What follows belongs to an exercise in optimizing a design on an open flow for small area, a short achievable clock period and few clock cycles; a production flow would make more cautious choices.
Only simulation tests tie the RTL to the original design; equivalence was not proved.

==> run Y: inputs <==
==> flow/design.v (excerpt) <==
module dither_core (
    input  wire        clk,
    input  wire        rst,           
    input  wire        start,         
    input  wire [1:0]  op,            
    input  wire [15:0] width,
    input  wire [15:0] height,
    input  wire [15:0] stride,
    input  wire [15:0] src_base,
    input  wire [15:0] dbuf_base,
    input  wire [7:0]  qstep,
    input  wire        dout,
    output reg         busy,
    output reg         done,          
    output reg  [2:0]  err_code,      
    output reg         mem_req,
    output reg         mem_we,
    output reg  [15:0] mem_addr,
    output reg  [7:0]  mem_wdata,
    input  wire [7:0]  mem_rdata
);
export LEC_CHECK = 0
export CAP_MARGIN = 20
export CORE_MARGIN = 2
export CORE_UTILIZATION = 40
export SLEW_MARGIN = 20
create_clock -name core_clock -period 30.0 [get_ports {clk}]
standard.sh (not shown) runs the stock make flow with config.mk's settings and CLKGATE_MAP_FILE= SYNTH_SCRIPT=/design/flow/synth_recipe.tcl, a recipe that flattens the netlist after the stock synthesis.
==> flow/flow/run.sh <==
#!/bin/bash
# The standard layout, with every input and output port buffered by a
# sky130_fd_sc_hd__buf_2 instead of the delay buffer buffer_ports picks by
# default.  Each tool's output stays in orfs/logs; make's own output goes to
# standard.log.
set -euo pipefail
export BUFFER_PORTS_ARGS="-buffer_cell sky130_fd_sc_hd__buf_2"
bash standard.sh > standard.log 2>&1
==> run C (differences from run Y) <==
--- a/flow/design.v
+++ b/flow/design.v
@@ -21,13 +21,14 @@
     assign t7 = t[22:16];
 endmodule
 module dc_luma_b (
     input  wire [7:0] g,
     input  wire [6:0] t7,
-    output reg  [4:0] k
+    output reg  [7:0] gv
 );
     wire [7:0] l = g + {t7[6], t7};
+    reg  [4:0] k;
     always @(*) begin
         case (l)
             8'd0: k = 5'd0;
             8'd1: k = 5'd0;
             8'd2: k = 5'd0;
@@ -285,10 +286,73 @@
             8'd254: k = 5'd23;
             8'd255: k = 5'd23;
             default: k = 5'd23;
         endcase
     end
+    always @(*) begin
+        case (k)
+            5'd0: gv = 8'd0;
+            5'd1: gv = 8'd11;
+            5'd2: gv = 8'd21;
+            5'd3: gv = 8'd32;
+            5'd4: gv = 8'd43;
+            5'd5: gv = 8'd53;
+            5'd6: gv = 8'd64;
+            5'd7: gv = 8'd74;
+            5'd8: gv = 8'd85;
+            5'd9: gv = 8'd96;
+            5'd10: gv = 8'd106;
+            5'd11: gv = 8'd117;
+            5'd12: gv = 8'd128;
+            5'd13: gv = 8'd138;
+            5'd14: gv = 8'd149;
+            5'd15: gv = 8'd159;
+            5'd16: gv = 8'd170;
+            5'd17: gv = 8'd181;
+            5'd18: gv = 8'd191;
+            5'd19: gv = 8'd202;
+            5'd20: gv = 8'd213;
+            5'd21: gv = 8'd223;
+            5'd22: gv = 8'd234;
+            5'd23: gv = 8'd244;
+            default: gv = 8'd244;
+        endcase
+    end
+endmodule
+module dc_gidx (
+    input  wire [7:0] gv,
+    output reg  [7:0] idx
+);
+    always @(*) begin
+        case (gv)
+            8'd0: idx = 8'd232;
+            8'd11: idx = 8'd233;
+            8'd21: idx = 8'd234;
+            8'd32: idx = 8'd235;
+            8'd43: idx = 8'd236;
+            8'd53: idx = 8'd237;
+            8'd64: idx = 8'd238;
+            8'd74: idx = 8'd239;
+            8'd85: idx = 8'd240;
+            8'd96: idx = 8'd241;
+            8'd106: idx = 8'd242;
+            8'd117: idx = 8'd243;
+            8'd128: idx = 8'd244;
+            8'd138: idx = 8'd245;
+            8'd149: idx = 8'd246;
+            8'd159: idx = 8'd247;
+            8'd170: idx = 8'd248;
+            8'd181: idx = 8'd249;
+            8'd191: idx = 8'd250;
+            8'd202: idx = 8'd251;
+            8'd213: idx = 8'd252;
+            8'd223: idx = 8'd253;
+            8'd234: idx = 8'd254;
+            8'd244: idx = 8'd255;
+            default: idx = 8'd255;
+        endcase
+    end
 endmodule
 module dc_cube (
     input  wire [7:0]  x,
     input  wire [1:0]  sel,
     output reg  [7:0]  w,
@@ -566,44 +630,14 @@
         endcase
     end
 endmodule
 module dc_gray (
     input  wire [7:0]  x,
-    input  wire [4:0]  k,
+    input  wire [7:0]  gv,
     output wire [5:0]  m6,
     output wire        far
 );
-    reg [7:0] gv;
-    always @(*) begin
-        case (k)
-            5'd0: gv = 8'd0;
-            5'd1: gv = 8'd11;
-            5'd2: gv = 8'd21;
-            5'd3: gv = 8'd32;
-            5'd4: gv = 8'd43;
-            5'd5: gv = 8'd53;
-            5'd6: gv = 8'd64;
-            5'd7: gv = 8'd74;
-            5'd8: gv = 8'd85;
-            5'd9: gv = 8'd96;
-            5'd10: gv = 8'd106;
-            5'd11: gv = 8'd117;
-            5'd12: gv = 8'd128;
-            5'd13: gv = 8'd138;
-            5'd14: gv = 8'd149;
-            5'd15: gv = 8'd159;
-            5'd16: gv = 8'd170;
-            5'd17: gv = 8'd181;
-            5'd18: gv = 8'd191;
-            5'd19: gv = 8'd202;
-            5'd20: gv = 8'd213;
-            5'd21: gv = 8'd223;
-            5'd22: gv = 8'd234;
-            5'd23: gv = 8'd244;
-            default: gv = 8'd244;
-        endcase
-    end
     wire [7:0] up = x - gv;
     wire [7:0] dn = gv - x;
     wire [7:0] m  = (x >= gv) ? up : dn;
     assign far = (m > 8'd43);
     assign m6  = m[5:0];
@@ -930,11 +964,11 @@
     reg [7:0]  b1, b2;        
     reg [7:0]  rq;            
     reg [7:0]  qq;            
     reg [7:0]  e;             
     reg signed [6:0] t7s;     
-    reg [4:0]  gkr;           
+    reg [7:0]  gvr;           
     reg [7:0]  xb;            
     wire is_map  = (opr == 2'd1);
     wire is_dth  = (opr == 2'd2);
     wire fast    = |wr[15:2];
     wire lastrow = (hc == 16'd1);
@@ -949,21 +983,22 @@
     wire [16:0] pb_base = p_bsel ? {1'b0, mem_addr} : {pb16, pb};
     wire [17:0] pa_sum  = {1'b0, pa_base} + {1'b0, pa_op};
     wire [17:0] pb_sum  = {1'b0, pb_base} + {1'b0, pb_op};
     wire [22:0] luma_p;
     wire [6:0] luma_t7;
-    wire [4:0] luma_k;
-    wire [7:0] gray_idx = 8'd232 + {3'd0, gkr};
+    wire [7:0] luma_gv;
+    wire [7:0] gray_idx;
     dc_luma_p u_luma_p (.r(ob), .g(curv), .p(luma_p));
     dc_luma_t u_luma_t (.p({qq[6:0], b1, b2}), .b(curv), .g(ob), .t7(luma_t7));
-    dc_luma_b u_luma_b (.g(ob), .t7(qq[6:0]), .k(luma_k));
+    dc_luma_b u_luma_b (.g(ob), .t7(qq[6:0]), .gv(luma_gv));
+    dc_gidx   u_gidx   (.gv(gvr), .idx(gray_idx));
     wire [7:0]  cube_w;
     wire [9:0]  cube_sq;
     wire [5:0]  gray_m;
     wire        gray_far;
     dc_cube u_cube (.x(xb), .sel(ph), .w(cube_w), .sq(cube_sq));
-    dc_gray u_gray (.x(xb), .k(gkr), .m6(gray_m), .far(gray_far));
+    dc_gray u_gray (.x(xb), .gv(gvr), .m6(gray_m), .far(gray_far));
     reg  [10:0] dcr;          
     reg  [12:0] dgr;          
     reg  [5:0]  gdr;          
     reg         gfar;         
     wire [11:0] gsq     = gdr * gdr;
@@ -1358,11 +1393,11 @@
                 dgr  <= dg_n;
                 near <= near_n;
             end
             case (ph)
                 2'd0: qq[6:0] <= luma_t7;
-                2'd1: gkr     <= luma_k;
+                2'd1: gvr     <= luma_gv;
                 2'd3: {qq[6:0], b1, b2} <= luma_p;
                 default: ;
             endcase
             if (ph != 2'd0) begin
                 curv <= mem_rdata;
==> flow/run.sh (new file) <==
#!/bin/bash
# synth_recipe.tcl (not shown) runs the flow's synth.tcl, then flattens the netlist and writes it again
# the make line also repeats each setting of config.mk as NAME=value (left out here)
make -C /OpenROAD-flow-scripts/flow DESIGN_CONFIG=/design/flow/config.mk WORK_HOME=/design/flow/orfs CLKGATE_MAP_FILE= SYNTH_SCRIPT=/design/flow/synth_recipe.tcl finish
removed: flow/flow/run.sh
removed: flow/standard.sh
==> run P (differences from run Y) <==
--- a/flow/design.v
+++ b/flow/design.v
@@ -21,13 +21,14 @@
     assign t7 = t[22:16];
 endmodule
 module dc_luma_b (
     input  wire [7:0] g,
     input  wire [6:0] t7,
-    output reg  [4:0] k
+    output reg  [7:0] gv
 );
     wire [7:0] l = g + {t7[6], t7};
+    reg  [4:0] k;
     always @(*) begin
         case (l)
             8'd0: k = 5'd0;
             8'd1: k = 5'd0;
             8'd2: k = 5'd0;
@@ -285,10 +286,73 @@
             8'd254: k = 5'd23;
             8'd255: k = 5'd23;
             default: k = 5'd23;
         endcase
     end
+    always @(*) begin
+        case (k)
+            5'd0: gv = 8'd0;
+            5'd1: gv = 8'd11;
+            5'd2: gv = 8'd21;
+            5'd3: gv = 8'd32;
+            5'd4: gv = 8'd43;
+            5'd5: gv = 8'd53;
+            5'd6: gv = 8'd64;
+            5'd7: gv = 8'd74;
+            5'd8: gv = 8'd85;
+            5'd9: gv = 8'd96;
+            5'd10: gv = 8'd106;
+            5'd11: gv = 8'd117;
+            5'd12: gv = 8'd128;
+            5'd13: gv = 8'd138;
+            5'd14: gv = 8'd149;
+            5'd15: gv = 8'd159;
+            5'd16: gv = 8'd170;
+            5'd17: gv = 8'd181;
+            5'd18: gv = 8'd191;
+            5'd19: gv = 8'd202;
+            5'd20: gv = 8'd213;
+            5'd21: gv = 8'd223;
+            5'd22: gv = 8'd234;
+            5'd23: gv = 8'd244;
+            default: gv = 8'd244;
+        endcase
+    end
+endmodule
+module dc_gidx (
+    input  wire [7:0] gv,
+    output reg  [7:0] idx
+);
+    always @(*) begin
+        case (gv)
+            8'd0: idx = 8'd232;
+            8'd11: idx = 8'd233;
+            8'd21: idx = 8'd234;
+            8'd32: idx = 8'd235;
+            8'd43: idx = 8'd236;
+            8'd53: idx = 8'd237;
+            8'd64: idx = 8'd238;
+            8'd74: idx = 8'd239;
+            8'd85: idx = 8'd240;
+            8'd96: idx = 8'd241;
+            8'd106: idx = 8'd242;
+            8'd117: idx = 8'd243;
+            8'd128: idx = 8'd244;
+            8'd138: idx = 8'd245;
+            8'd149: idx = 8'd246;
+            8'd159: idx = 8'd247;
+            8'd170: idx = 8'd248;
+            8'd181: idx = 8'd249;
+            8'd191: idx = 8'd250;
+            8'd202: idx = 8'd251;
+            8'd213: idx = 8'd252;
+            8'd223: idx = 8'd253;
+            8'd234: idx = 8'd254;
+            8'd244: idx = 8'd255;
+            default: idx = 8'd255;
+        endcase
+    end
 endmodule
 module dc_cube (
     input  wire [7:0]  x,
     input  wire [1:0]  sel,
     output reg  [7:0]  w,
@@ -566,44 +630,14 @@
         endcase
     end
 endmodule
 module dc_gray (
     input  wire [7:0]  x,
-    input  wire [4:0]  k,
+    input  wire [7:0]  gv,
     output wire [5:0]  m6,
     output wire        far
 );
-    reg [7:0] gv;
-    always @(*) begin
-        case (k)
-            5'd0: gv = 8'd0;
-            5'd1: gv = 8'd11;
-            5'd2: gv = 8'd21;
-            5'd3: gv = 8'd32;
-            5'd4: gv = 8'd43;
-            5'd5: gv = 8'd53;
-            5'd6: gv = 8'd64;
-            5'd7: gv = 8'd74;
-            5'd8: gv = 8'd85;
-            5'd9: gv = 8'd96;
-            5'd10: gv = 8'd106;
-            5'd11: gv = 8'd117;
-            5'd12: gv = 8'd128;
-            5'd13: gv = 8'd138;
-            5'd14: gv = 8'd149;
-            5'd15: gv = 8'd159;
-            5'd16: gv = 8'd170;
-            5'd17: gv = 8'd181;
-            5'd18: gv = 8'd191;
-            5'd19: gv = 8'd202;
-            5'd20: gv = 8'd213;
-            5'd21: gv = 8'd223;
-            5'd22: gv = 8'd234;
-            5'd23: gv = 8'd244;
-            default: gv = 8'd244;
-        endcase
-    end
     wire [7:0] up = x - gv;
     wire [7:0] dn = gv - x;
     wire [7:0] m  = (x >= gv) ? up : dn;
     assign far = (m > 8'd43);
     assign m6  = m[5:0];
@@ -930,11 +964,11 @@
     reg [7:0]  b1, b2;        
     reg [7:0]  rq;            
     reg [7:0]  qq;            
     reg [7:0]  e;             
     reg signed [6:0] t7s;     
-    reg [4:0]  gkr;           
+    reg [7:0]  gvr;           
     reg [7:0]  xb;            
     wire is_map  = (opr == 2'd1);
     wire is_dth  = (opr == 2'd2);
     wire fast    = |wr[15:2];
     wire lastrow = (hc == 16'd1);
@@ -949,21 +983,22 @@
     wire [16:0] pb_base = p_bsel ? {1'b0, mem_addr} : {pb16, pb};
     wire [17:0] pa_sum  = {1'b0, pa_base} + {1'b0, pa_op};
     wire [17:0] pb_sum  = {1'b0, pb_base} + {1'b0, pb_op};
     wire [22:0] luma_p;
     wire [6:0] luma_t7;
-    wire [4:0] luma_k;
-    wire [7:0] gray_idx = 8'd232 + {3'd0, gkr};
+    wire [7:0] luma_gv;
+    wire [7:0] gray_idx;
     dc_luma_p u_luma_p (.r(ob), .g(curv), .p(luma_p));
     dc_luma_t u_luma_t (.p({qq[6:0], b1, b2}), .b(curv), .g(ob), .t7(luma_t7));
-    dc_luma_b u_luma_b (.g(ob), .t7(qq[6:0]), .k(luma_k));
+    dc_luma_b u_luma_b (.g(ob), .t7(qq[6:0]), .gv(luma_gv));
+    dc_gidx   u_gidx   (.gv(gvr), .idx(gray_idx));
     wire [7:0]  cube_w;
     wire [9:0]  cube_sq;
     wire [5:0]  gray_m;
     wire        gray_far;
     dc_cube u_cube (.x(xb), .sel(ph), .w(cube_w), .sq(cube_sq));
-    dc_gray u_gray (.x(xb), .k(gkr), .m6(gray_m), .far(gray_far));
+    dc_gray u_gray (.x(xb), .gv(gvr), .m6(gray_m), .far(gray_far));
     reg  [10:0] dcr;          
     reg  [12:0] dgr;          
     reg  [5:0]  gdr;          
     reg         gfar;         
     wire [11:0] gsq     = gdr * gdr;
@@ -1358,11 +1393,11 @@
                 dgr  <= dg_n;
                 near <= near_n;
             end
             case (ph)
                 2'd0: qq[6:0] <= luma_t7;
-                2'd1: gkr     <= luma_k;
+                2'd1: gvr     <= luma_gv;
                 2'd3: {qq[6:0], b1, b2} <= luma_p;
                 default: ;
             endcase
             if (ph != 2'd0) begin
                 curv <= mem_rdata;
==> flow/run.sh (new file) <==
#!/bin/bash
# synth_recipe.tcl (not shown) runs the flow's synth.tcl, then flattens the netlist and writes it again
# the make line also repeats each setting of config.mk as NAME=value (left out here)
make -C /OpenROAD-flow-scripts/flow DESIGN_CONFIG=/design/flow/config.mk WORK_HOME=/design/flow/orfs CLKGATE_MAP_FILE= SYNTH_SCRIPT=/design/flow/synth_recipe.tcl finish
Settings changed: CAP_MARGIN 20 to 0, SLEW_MARGIN 20 to 0.
removed: flow/flow/run.sh
removed: flow/standard.sh
==> run summary <==
	run C	run P	run Y
Post-synthesis xor/xnor area fraction	0.0715	0.0715	0.0723
Mean post-synth cell area	8.31 sq um	8.31 sq um	8.08 sq um
Global routing usage summed across all routing layers	0.248	0.247	0.246
Status	no timing/DRC/antenna violations	no timing/DRC/antenna violations	no timing/DRC/antenna violations
Share of synthesized cell area in full adder, half adder and majority cells	0.199	0.199	0.203
Cell at the slowest stage of the critical path	sky130_fd_sc_hd__clkdlybuf4s50_1	sky130_fd_sc_hd__clkdlybuf4s50_1	sky130_fd_sc_hd__edfxtp_1
Total cell area at the placement stage	0.0342 sq mm	0.0342 sq mm	0.0333 sq mm
Routed met3 length	8290 microns	8110 microns	8240 microns
Non-clock inverter count in the final layout	317	317	315
Final worst path period share	0.258	0.257	0.243
Starting Density	0.404	0.404	0.402
Reg2reg path depth	23	23	22
Detailed-route vias per instance	5.86	5.83	5.81
Worst setup slack for register-to-register paths	22.64 ns	22.64 ns	23.09 ns
Highest Clock Rate	129 MHz	130 MHz	137 MHz
Fraction of cell area in non-clock buffers	0.0490	0.0491	0.0311
Met1 Wirelength	46100 microns	46300 microns	45700 microns
Testbench counts of run Y, summed over its fixed seeds: cycles 97,441.
Testbench counts of run C, summed over its fixed seeds: cycles 97,441.
Testbench counts of run P, summed over its fixed seeds: cycles 97,441.

## what the ideal ports hide
How much do the figures lean on ideal ports? The routed layouts below were timed once more, with nothing changed but the port constraints.
Step 1 assumes that a clkbuf_16 drives the clock port and a buf_2 every other input.
Step 2, shift: input delay + t, output delay - t, t = (earliest + latest rising clock arrival at the registers) / 2. This alone moves slack from input paths to output paths.
a / b / c = ideal ports / drivers / drivers and shift; a / b = the first two.
run	shift t [ns]	slack for setup (ns)	hold WS [ns]	latest minus earliest clock arrival (ns)	cell pins on the clock port's net
run Y	0.623	22.700 / 22.635 / 22.701	0.484 / 0.484 / 0.484	0.024 / 0.024	1
run C	0.630	22.271 / 22.212 / 22.122	0.472 / 0.472 / 0.472	0.048 / 0.048	1
run P	0.627	22.291 / 22.231 / 22.125	0.478 / 0.478 / 0.478	0.048 / 0.048	1
After both steps every run listed still meets setup and hold. The setup slack of run P, which loses most, moves by -0.060 ns with the drivers and by -0.166 ns with both steps.
